Source: an optimization exercise on an open RTL-to-GDS flow (aim: small area, a short achievable clock period and few clock cycles). Production flows keep margins and buffers that such runs may drop.
The RTL was checked by simulation tests, not by an equivalence proof against the original design.

==> inputs of 07-25 <==
==> flow/design.v <==
module probe_engine (
    input  wire        clk,
    input  wire        rst,           
    input  wire        verbose_in,
    input  wire [7:0]  pin_in,
    output wire [7:0]  pin_dir,
    output wire [7:0]  pin_pull,
    output wire [7:0]  pin_out,
    output reg         ev_valid,
    output reg  [2:0]  ev_kind,       
    output reg  [2:0]  ev_pin,
    output reg         ev_bit,
    output reg         rep_valid,
    output reg  [1:0]  rep_kind,      
    output reg  [1:0]  rep_finder,    
    output wire [2:0]  rep_p0,
    output wire [2:0]  rep_p1,
    output wire [2:0]  rep_p2,
    output wire [2:0]  rep_p3,
    output reg         rep_p3_valid,
    output wire [31:0] rep_value,
    output reg         rep_found,
    output reg         done,
    output reg         found_id,
    output reg         found_by,
    output reg         found_sw
);
    localparam [2:0] EV_CFGIN = 3'd1, EV_CFGOUT = 3'd2, EV_SET = 3'd3, EV_CLR = 3'd4, EV_READ = 3'd5;
    localparam [1:0] RK_CAND = 2'd0, RK_MATCH = 2'd1, RK_RESULT = 2'd2;
    localparam [1:0] F_ID = 2'd0, F_BY = 2'd1, F_SW = 2'd2;
    localparam [4:0]
        P_CFG   = 5'd0,    
        P_OUTC  = 5'd1,    
        P_OUTM  = 5'd2,    
        P_ISETM = 5'd3,    
        P_IT    = 5'd4,
        P_ITDEC = 5'd5,
        P_TDOUT = 5'd6,    
        P_TF    = 5'd7,
        P_TM    = 5'd8,
        P_TDIN  = 5'd9,    
        P_TDNXT = 5'd10,   
        P_BOUTD = 5'd11,   
        P_BSETM = 5'd12,
        P_BCLRD = 5'd13,
        P_BA    = 5'd14,
        P_BF    = 5'd15,
        P_BCLRM = 5'd16,
        P_BM    = 5'd17,
        P_BYDEC = 5'd18,
        P_BACC  = 5'd19,   
        P_S0    = 5'd20,   
        P_SD8   = 5'd21,
        P_S1    = 5'd22,   
        P_S2    = 5'd23,   
        P_SD50  = 5'd24,
        P_S3    = 5'd25,   
        P_SS    = 5'd26,   
        P_S4    = 5'd27,   
        P_S5    = 5'd28,   
        P_S6    = 5'd29,   
        P_S7    = 5'd30,   
        P_SR    = 5'd31;   
    localparam [1:0] X_NONE = 2'd0, X_SWDEC = 2'd1, X_FIN = 2'd2, X_DONE = 2'd3;
    localparam [2:0] H_A = 3'd0, H_W = 3'd1, H_B = 3'd2, H_I = 3'd3, H_R = 3'd4;
    reg  [4:0]  pc;
    reg  [1:0]  xpc;
    reg         start;
    reg  [2:0]  ph;
    reg  [8:0]  i;
    reg  [1:0]  f;
    reg  [2:0]  c, m, o, d;
    reg         srch, frc, newtri, half, in_tdi, tclr;
    reg         prev;
    reg  [5:0]  tog;
    reg  [31:0] acc;
    assign rep_p0 = c;
    assign rep_p1 = m;
    assign rep_p2 = o;
    assign rep_p3 = d;
    assign rep_value = acc;
    function [2:0] nx;    
        input [2:0] p;
        nx = (p == 3'd0) ? 3'd3 : p + 3'd1;
    endfunction
    wire cm_ne   = (c != m);
    wire trip_ok = cm_ne && (c != o) && (m != o);
    wire d_free  = (d != c) && (d != m) && (d != o);
    wire is_sw   = (f == F_SW);
    wire valid   = is_sw ? cm_ne : (trip_ok && d_free);
    wire stepping = srch && (frc || !valid);
    wire lvl_o = !is_sw && !trip_ok;               
    wire inc_d = !is_sw && trip_ok;
    wire inc_o = !is_sw && (!trip_ok || d == 3'd7);
    wire inc_m = is_sw || (inc_o && o == 3'd7);
    wire inc_c = inc_m && m == 3'd7;
    wire wrap  = inc_c && c == 3'd7;
    wire op_pulse = (xpc == X_NONE) && !start &&
                    ((pc == P_IT) || (pc == P_TF) || (pc == P_TM) || (pc == P_BA) || (pc == P_BF) ||
                     (pc == P_BM) || (pc == P_SD8) || (pc == P_SD50) || (pc == P_SS) || (pc == P_SR));
    wire jt    = !pc[4] || (pc < P_S0);
    wire has_w = (pc == P_TM) || (pc == P_BM) || (pc == P_SS) ||
                 (pc == P_IT && i[5:3] == 3'd0 && i[2] && !(i[1] && i[0])) ||
                 (pc == P_BA && i[3] == 1'b0 && i[2] && (i[1] || i[0]));
    wire [15:0] pat = half ? 16'h00A5 : 16'h79E7;
    wire w_val = (pc == P_IT) ? (!i[1] && i[0]) :
                 (pc == P_BA) ? (i[1] && !i[0]) :
                 (pc == P_TM) ? (i[8:5] == 4'd0 && !i[0]) :
                 (pc == P_BM) ? (i[1:0] == 2'd0) :
                                pat[~i[3:0]];
    wire [2:0] w_pin = (pc == P_TM || pc == P_BM) ? d : m;
    wire has_r = (pc == P_TM) || (pc == P_BM) || (pc == P_IT && i[5:3] != 3'd0) ||
                 (pc == P_SR && (i[5:2] != 4'd0 || (i[1] && i[0])) && !(i[5] && (i[2] || (i[1] && i[0]))));
    wire last = (pc == P_IT)   ? (i[5] && i[2] && i[1] && i[0]) :
                (pc == P_TF || pc == P_TM) ? (&i) :
                (pc == P_BA)   ? i[3] :
                (pc == P_BF)   ? (&i[5:0]) :
                (pc == P_BM)   ? i[5] :
                (pc == P_SD8)  ? (&i[2:0]) :
                (pc == P_SD50) ? (i[5] && i[4] && i[0]) :
                (pc == P_SS)   ? (&i[3:0]) :
                                 (i[5] && i[2] && i[0]);      
    wire [2:0] rsel = is_sw ? m : o;
    wire rd_now = ev_valid && (ev_kind == EV_READ);
    wire tg     = rd_now && (ev_bit != prev);
    wire v_gt7  = (tog > 6'd7) || (tog == 6'd7 && tg);
    wire v_by   = tg ? (tog >= 6'd13 && tog <= 6'd17) : (tog >= 6'd14 && tog <= 6'd18);
    wire v_td   = tg ? (tog >= 6'd29 && tog <= 6'd33) : (tog >= 6'd30 && tog <= 6'd34);
    wire [7:0] dir_q, out_q;
    genvar gp;
    generate
        for (gp = 0; gp < 8; gp = gp + 1) begin : g_pin
            if (gp == 1 || gp == 2) begin : g_rsv
                assign dir_q[gp] = 1'b0;
                assign out_q[gp] = 1'b0;
            end else begin : g_use
                reg dq, oq;
                always @(posedge clk) begin
                    if (rst) begin
                        dq <= 1'b0;
                        oq <= 1'b1;
                    end else if (ev_valid && ev_pin == gp) begin
                        if (ev_kind == EV_CFGIN || ev_kind == EV_CFGOUT) dq <= ev_kind[1];
                        if (ev_kind != EV_READ) oq <= ev_kind[0];
                    end
                end
                assign dir_q[gp] = dq;
                assign out_q[gp] = oq;
            end
        end
    endgenerate
    assign pin_dir  = dir_q;
    assign pin_out  = out_q;
    assign pin_pull = ~dir_q & 8'hF9;
    always @(posedge clk) begin
        ev_bit <= pin_in[rsel];
        if (tclr) begin
            prev <= 1'b0;
            tog  <= 6'd0;
        end else if (rd_now) begin
            prev <= ev_bit;
            if (tg && tog != 6'd63) tog <= tog + 6'd1;
        end
        if (rd_now && !in_tdi) acc <= {ev_bit, acc[31:1]};
    end
    reg       e_v;       
    reg [2:0] e_k, e_p;
    reg [4:0] npc;       
    reg       adv;       
    reg       stp;       
    always @(*) begin
        e_v = 1'b1; e_k = EV_CLR; e_p = c;
        npc = pc + 5'd1;
        adv = 1'b1;
        stp = 1'b0;
        if (start || xpc != X_NONE) begin
            e_v = 1'b0; adv = 1'b0;
        end else if (op_pulse) begin
            adv = 1'b0;
            case (ph)
                H_A: e_k = jt ? EV_SET : EV_CLR;
                H_W: begin e_k = w_val ? EV_SET : EV_CLR; e_p = w_pin; end
                H_B: begin e_k = jt ? EV_CLR : EV_SET; adv = !has_r && last; end
                H_I: e_v = 1'b0;
                default: begin e_k = EV_READ; e_p = rsel; adv = last; end
            endcase
        end else begin
            case (pc)
                P_CFG:   begin e_k = EV_CFGIN; e_p = (i[2:0] == 3'd2) ? 3'd0 : i[2:0]; adv = &i[2:0]; end
                P_OUTC:  begin e_v = !srch; e_k = EV_CFGOUT; adv = !srch; end
                P_OUTM:  begin e_k = EV_CFGOUT; e_p = m;
                               npc = (f == F_BY) ? P_BOUTD : is_sw ? P_S0 : P_ISETM; end
                P_ISETM, P_BSETM: begin e_k = EV_SET; e_p = m; end
                P_ITDEC: begin e_v = 1'b0; npc = v_gt7 ? P_TDOUT : P_CFG; stp = !v_gt7; end
                P_TDOUT, P_BOUTD: begin e_k = EV_CFGOUT; e_p = d; end
                P_TDIN:  begin e_k = EV_CFGIN; e_p = d; stp = 1'b1; end
                P_TDNXT: begin e_v = 1'b0; adv = newtri || !srch; npc = newtri ? P_CFG : P_TDOUT; end
                P_BCLRD: e_p = d;
                P_BCLRM, P_S0, P_S6: e_p = m;
                P_BYDEC: begin e_v = 1'b0; npc = v_by ? P_BACC : P_CFG; stp = !v_by; end
                P_BACC:  begin e_k = EV_SET; e_p = m; npc = P_CFG; stp = 1'b1; end
                P_S2:    begin e_k = EV_SET; e_p = m; end
                P_S4:    npc = half ? P_S5 : P_S0;
                P_S7:    begin e_k = EV_CFGIN; e_p = m; end
                default: ;    
            endcase
        end
    end
    always @(posedge clk) begin
        ev_valid  <= e_v;
        ev_kind   <= e_k;
        ev_pin    <= e_p;
        rep_valid <= 1'b0;
        tclr      <= 1'b0;
        rep_finder <= f;
        rep_found <= (f == F_ID) ? found_id : (f == F_BY) ? found_by : found_sw;
        if (op_pulse) begin
            case (ph)
                H_A: ph <= has_w ? H_W : H_B;
                H_W: ph <= H_B;
                H_B: ph <= has_r ? H_I : H_A;
                H_I: ph <= H_R;
                default: ph <= H_A;
            endcase
        end
        if (op_pulse ? (ph == H_R || (ph == H_B && !has_r)) : (pc == P_CFG)) i <= i + 9'd1;
        if (adv) begin
            pc <= npc;
            ph <= H_A;
            i  <= (npc == P_CFG) ? 9'd2 : 9'd0;
        end
        if (op_pulse && pc == P_SR && ph == H_B && last) xpc <= X_SWDEC;
        if (srch) begin
            frc <= 1'b0;
            if (!stepping) srch <= 1'b0;
            else begin
                if (inc_d) d <= nx(d);
                if (lvl_o) d <= 3'd0;
                if (inc_o) begin o <= nx(o); newtri <= 1'b1; end
                if (inc_m) m <= nx(m);
                if (inc_c) c <= nx(c);
                if (wrap) begin
                    f <= f + 2'd1;
                    rep_valid <= 1'b1; rep_kind <= RK_RESULT;
                end
            end
        end
        if (stp) begin
            srch <= 1'b1; frc <= 1'b1; newtri <= 1'b0;
            if (pc == P_ITDEC) d <= 3'd7;      
        end
        if (start) begin
            start <= 1'b0;
            pc <= P_CFG; i <= 9'd2; xpc <= X_NONE;
            f <= F_ID;
            c <= 3'd0; m <= 3'd0; o <= 3'd0; d <= 3'd0;
            srch <= 1'b1; frc <= 1'b0;
            in_tdi <= 1'b0;
            found_id <= 1'b0; found_by <= 1'b0; found_sw <= 1'b0;
        end else case (xpc)
            X_SWDEC: begin
                rep_valid <= (tog > 6'd7); rep_kind <= RK_MATCH; rep_p3_valid <= 1'b0;
                if (tog > 6'd7) found_sw <= 1'b1;
                if (c == 3'd7 && m == 3'd6) xpc <= X_FIN;
                else begin
                    xpc <= X_NONE; pc <= P_CFG; i <= 9'd2;
                    srch <= 1'b1; frc <= 1'b1;
                end
            end
            X_FIN: begin
                rep_valid <= 1'b1; rep_kind <= RK_RESULT;
                xpc <= X_DONE;
            end
            X_DONE: done <= 1'b1;
            default: case (pc)
                P_OUTC: if (!srch) begin
                    rep_valid <= verbose_in; rep_kind <= RK_CAND; rep_p3_valid <= (f == F_BY);
                    tclr <= 1'b1;
                    half <= 1'b0;
                end
                P_ITDEC: if (v_gt7) tclr <= 1'b1;
                P_TDNXT: if (!newtri && !srch) tclr <= 1'b1;
                P_TDOUT: begin
                    rep_valid <= verbose_in; rep_kind <= RK_CAND; rep_p3_valid <= 1'b1;
                    in_tdi <= 1'b1;
                end
                P_TDIN: begin
                    rep_valid <= v_td; rep_kind <= RK_MATCH; rep_p3_valid <= 1'b1;
                    if (v_td) found_id <= 1'b1;
                    in_tdi <= 1'b0;
                end
                P_BACC: begin
                    rep_valid <= 1'b1; rep_kind <= RK_MATCH; rep_p3_valid <= 1'b1;
                    found_by <= 1'b1;
                end
                P_S4: half <= 1'b1;
                default: ;
            endcase
        endcase
        if (rst) begin
            start     <= 1'b1;
            ev_valid  <= 1'b0;
            rep_valid <= 1'b0;
            done      <= 1'b0;
        end
    end
endmodule
==> flow/flow/run.sh <==
#!/bin/bash
set -euo pipefail
bash standard.sh "BUFFER_PORTS_ARGS=-buffer_cell sky130_fd_sc_hd__buf_1" "SETUP_SLACK_MARGIN=5.4" finish > standard.log 2>&1
==> flow/standard.sh <==
#!/bin/bash
# synth_recipe.tcl (not shown) runs the flow's synth.tcl, then flattens the netlist and writes it again
# the make line also repeats each setting of config.mk as NAME=value (left out here)
make -C /OpenROAD-flow-scripts/flow DESIGN_CONFIG=/design/flow/config.mk WORK_HOME=/design/flow/orfs CLKGATE_MAP_FILE= SYNTH_SCRIPT=/design/flow/synth_recipe.tcl "${@:-finish}"
==> flow/config.mk <==
export PLATFORM = sky130hd
export DESIGN_NAME = probe_engine
export DESIGN_NICKNAME = probe_engine
export VERILOG_FILES = /design/flow/design.v
export SDC_FILE = /design/flow/constraint.sdc
export NUM_CORES = 4
export LEC_CHECK = 0
export ABC_AREA = 1
export CAP_MARGIN = 20
export CORE_MARGIN = 2
export CORE_UTILIZATION = 40
export SLEW_MARGIN = 20
==> flow/constraint.sdc <==
create_clock -name core_clock -period 8.0 [get_ports {clk}]
set_input_delay 1.6000 -clock core_clock [delete_from_list [all_inputs] [get_ports {clk}]]
set_output_delay 1.6000 -clock core_clock [all_outputs]
set_load 0.01 [all_outputs]
==> inputs of 05-20, as changes to 07-25 <==
--- a/flow/design.v
+++ b/flow/design.v
@@ -252,4 +252,5 @@
         if (start) begin
             start <= 1'b0;
+            rep_valid <= 1'b0;
             pc <= P_CFG; i <= 9'd2; xpc <= X_NONE;
             f <= F_ID;
Settings changed: CORE_UTILIZATION 40 to 60.
==> results.toml <==
[run_status]
status = "complete, no violations"

[power]
clk-power_uw = 354

[clocking]
cts-root-buf = "clkbuf_8"

[floorplan]
row_count = 38
the above is filed under 05-20

==> results.toml <==
[clocking]
cts-root-buf = "clkbuf_16"

[floorplan]
row_count = 46

[run_status]
status = "complete, no violations"

[power]
clk-power_uw = 454
the above is filed under 07-25

Testbench counts of 07-25, summed over its fixed seeds: cycles 1,652,417.
Testbench counts of 05-20, summed over its fixed seeds: cycles 1,652,417.

[static timing again, ports no longer ideal]
The flow's constraints put no driver on any port. The routed layouts listed below were extracted and timed again, unchanged, in two steps. Step 1: set_driving_cell puts a clkbuf_16 on clk and a buf_2 on each other input, an assumption about the parent block. Step 2 moves the port delays by t, midway between the first and last clock arrival at a register: inputs arrive t later, outputs are due t later. That takes back most of the time a late clock gives input paths. a / b / c = ideal / step 1 / step 2; a / b = the first two.
run	t (ns)	slack for setup (ns)	worst hold slack (ns)	worst setup path at the end	clock arrival spread, ns
07-25	0.401	5.434 / 5.389 / 5.516	0.389 / 0.389 / 0.389	input to register	0.009 / 0.009
05-20	0.428	5.427 / 5.390 / 5.458	0.407 / 0.407 / 0.407	input to register	0.010 / 0.009
After both steps every run listed still meets setup and hold.
